Source: an optimization exercise on an open RTL-to-GDS flow (aim: small area, a short achievable clock period and few clock cycles per item). Production flows keep margins and buffers that such runs may drop. Function was checked by simulation only, so behaviour that the tests miss may differ from the original. No activity file was given, so power comes from the tool's default toggle rates.

==> flow/design.v (excerpt) <==
module ats_sensor_scan (
    input  wire        clk,
    input  wire        rst,           
    input  wire        start,         
    input  wire [15:0] now,           
    input  wire [7:0]  max_temp,      
    input  wire [7:0]  dis_temp,      
    output reg         ready,
    output reg  [7:0]  adc_en,        
    input  wire [15:0] adc_raw,       
    output reg         done,          
    output wire [63:0] readings,      
    output reg  [7:0]  max_reading,
    output reg         overheat
);
Size in the first run: about 1,400 cells after synthesis, ~130 I/O pins, ~0.014 mm² of cells after synthesis.
export LEC_CHECK = 0
export CAP_MARGIN = 30
export CORE_MARGIN = 2
export CORE_UTILIZATION = 40
export CTS_CLUSTER_DIAMETER = 150
export CTS_CLUSTER_SIZE = 30
export PLACE_DENSITY = 0.72
export SLEW_MARGIN = 20
create_clock -name core_clock -period 17.0 [get_ports {clk}]
standard.sh (not shown) runs the stock make flow with config.mk's settings and CLKGATE_MAP_FILE= SYNTH_SCRIPT=/design/flow/synth_recipe.tcl, a recipe that flattens the netlist after the stock synthesis.
==> flow/flow/run.sh <==
#!/bin/bash
# Own flow: the standard layout (standard.sh, unchanged synthesis), with
#  - the port buffers made of plain buffers.
# The whole make output goes to flow.log in the work folder; ORFS keeps each
# step's own log under orfs/logs/.
set -euo pipefail
export SETUP_SLACK_MARGIN="${SETUP_SLACK_MARGIN_OWN:-12}"
export TNS_END_PERCENT=100
export BUFFER_PORTS_ARGS="-buffer_cell sky130_fd_sc_hd__buf_2"
bash standard.sh > flow.log 2>&1
Testbench counts at the start, summed over its fixed seeds: cycles 35,208, scans 3,200.
Rerun with:
--- a/flow/design.v
+++ b/flow/design.v
@@ -20,16 +20,17 @@
     localparam [7:0] SHORT_CIRCUIT  = 8'h80;
     localparam [7:0] OTHER_ERROR    = 8'h81;
     localparam [7:0] LIMIT_DISABLED = 8'h80;
     reg  [3:0] cnt;               
     reg        proc;              
     reg  [7:0] chan;              
     reg        wr;                
     reg        fresh;
+    reg        ld;                
     wire accept = start & ready;
     reg  [3:0] cnt_n;
     always @(*) begin
         if (accept)               cnt_n = 4'd1;
         else if (cnt == 4'd11)    cnt_n = 4'd0;
         else if (cnt != 4'd0)     cnt_n = cnt + 4'd1;
         else                      cnt_n = 4'd0;
     end
@@ -37,34 +38,37 @@
     reg [15:0] now_q;             
     reg [15:0] t_prev;            
     reg        g_pend;            
     reg [15:0] g_since;
     reg [7:0]  hi_q, lo_q;
     reg [15:0] raw_q;
     always @(posedge clk) begin
         raw_q <= adc_raw;
-        if (accept) begin
+        if (ld) begin
             now_q  <= now;
             hi_q   <= max_temp;
             lo_q   <= dis_temp;
         end
-        t_prev <= now_q;
+        if (cnt == 4'd10)
+            t_prev <= now_q;
         if (rst) begin
             cnt    <= 4'd0;
             ready  <= 1'b1;
+            ld     <= 1'b1;
             adc_en <= 8'd0;
             proc   <= 1'b0;
             done   <= 1'b0;
             chan   <= 8'd1;
             wr     <= 1'b0;
             fresh  <= 1'b1;
         end else begin
             cnt    <= cnt_n;
             ready  <= ~accept & (ready | (cnt == 4'd10));
+            ld     <= (cnt_n == 4'd0) | (cnt_n == 4'd11);
             adc_en <= (accept | (cnt != 4'd0 && cnt < 4'd8)) ? chan_rd : 8'd0;
             proc   <= (adc_en != 8'd0);
             done   <= (cnt == 4'd10);
             chan   <= {chan[6:0], chan[7]};
             wr     <= proc;
             if (done) fresh <= 1'b0;
         end
     end
@@ -93,21 +97,19 @@
     wire sc_cond = (raw_q > SC_THRESHOLD);
     wire dc_lat  = (rd_old == DISCONNECTED);
     wire sc_lat  = (rd_old == SHORT_CIRCUIT);
     wire [15:0] diff = now_q - ((cnt == 4'd10) ? g_since : t_prev);
     wire [15:0] gap  = diff;
     reg  [6:0]  gap_lo;
     reg         gap_small, gap_wrap;
     always @(posedge clk) begin
-        if (cnt == 4'd1) begin
-            gap_lo    <= gap[6:0];
-            gap_small <= (gap < TIMEOUT);
-            gap_wrap  <= (gap > 16'd65436);
-        end
+        gap_lo    <= gap[6:0];
+        gap_small <= (gap < TIMEOUT);
+        gap_wrap  <= (gap > 16'd65436);
     end
     wire [7:0] wsum = {1'b0, waited} + {1'b0, gap_lo};
     wire expired = gap_small ? (wsum >= 8'd100) :
                    gap_wrap  ? ~wsum[7] :
                                1'b1;
     wire [6:0] elapsed = wsum[6:0];       
     wire dc_lat_n  = dc_lat | (dc_cond & pdc & expired);
     wire sc_lat_n  = sc_lat | (sc_cond & psc & expired);
What happened: Sequential share of layout area barely changes; cell area is higher by 1.5%; cell count increases by about 1.6%; clock-buffer cell count stays the same; die area climbs by 1.1%; register-to-register slack loses 0.12 ns; power rose by 2.0%; routed wire length rose by 7.0%; synthesized cell count rose by 0.84%.
Testbench counts after the change, summed over its fixed seeds: cycles 35,208, scans 3,200.

[re-timing with driven ports]
In the flow no input, the clock included, has a driving cell. The finished layouts below were timed again as built, in two steps. Step 1, drivers: a clkbuf_16 drives clk and a buf_2 each remaining input, both assumed. Step 2, shift: input delay + t, output delay - t, t = (earliest + latest rising clock arrival at the registers) / 2. This alone moves slack from input paths to output paths. Slacks: ideal / step 1 / step 2; pairs: ideal / step 1.
run	shift t [ns]	setup slack, ns	worst setup path after step 2	worst register clock-pin slew, ns
the first run	0.564	12.428 / 12.370 / 12.209	input to register	0.11 / 0.11
the second run	0.550	12.470 / 12.427 / 11.949	input to register	0.12 / 0.12
After both steps every run listed still meets setup and hold. The setup slack of the second run, which loses most, moves by -0.043 ns with the drivers and by -0.521 ns with both steps.
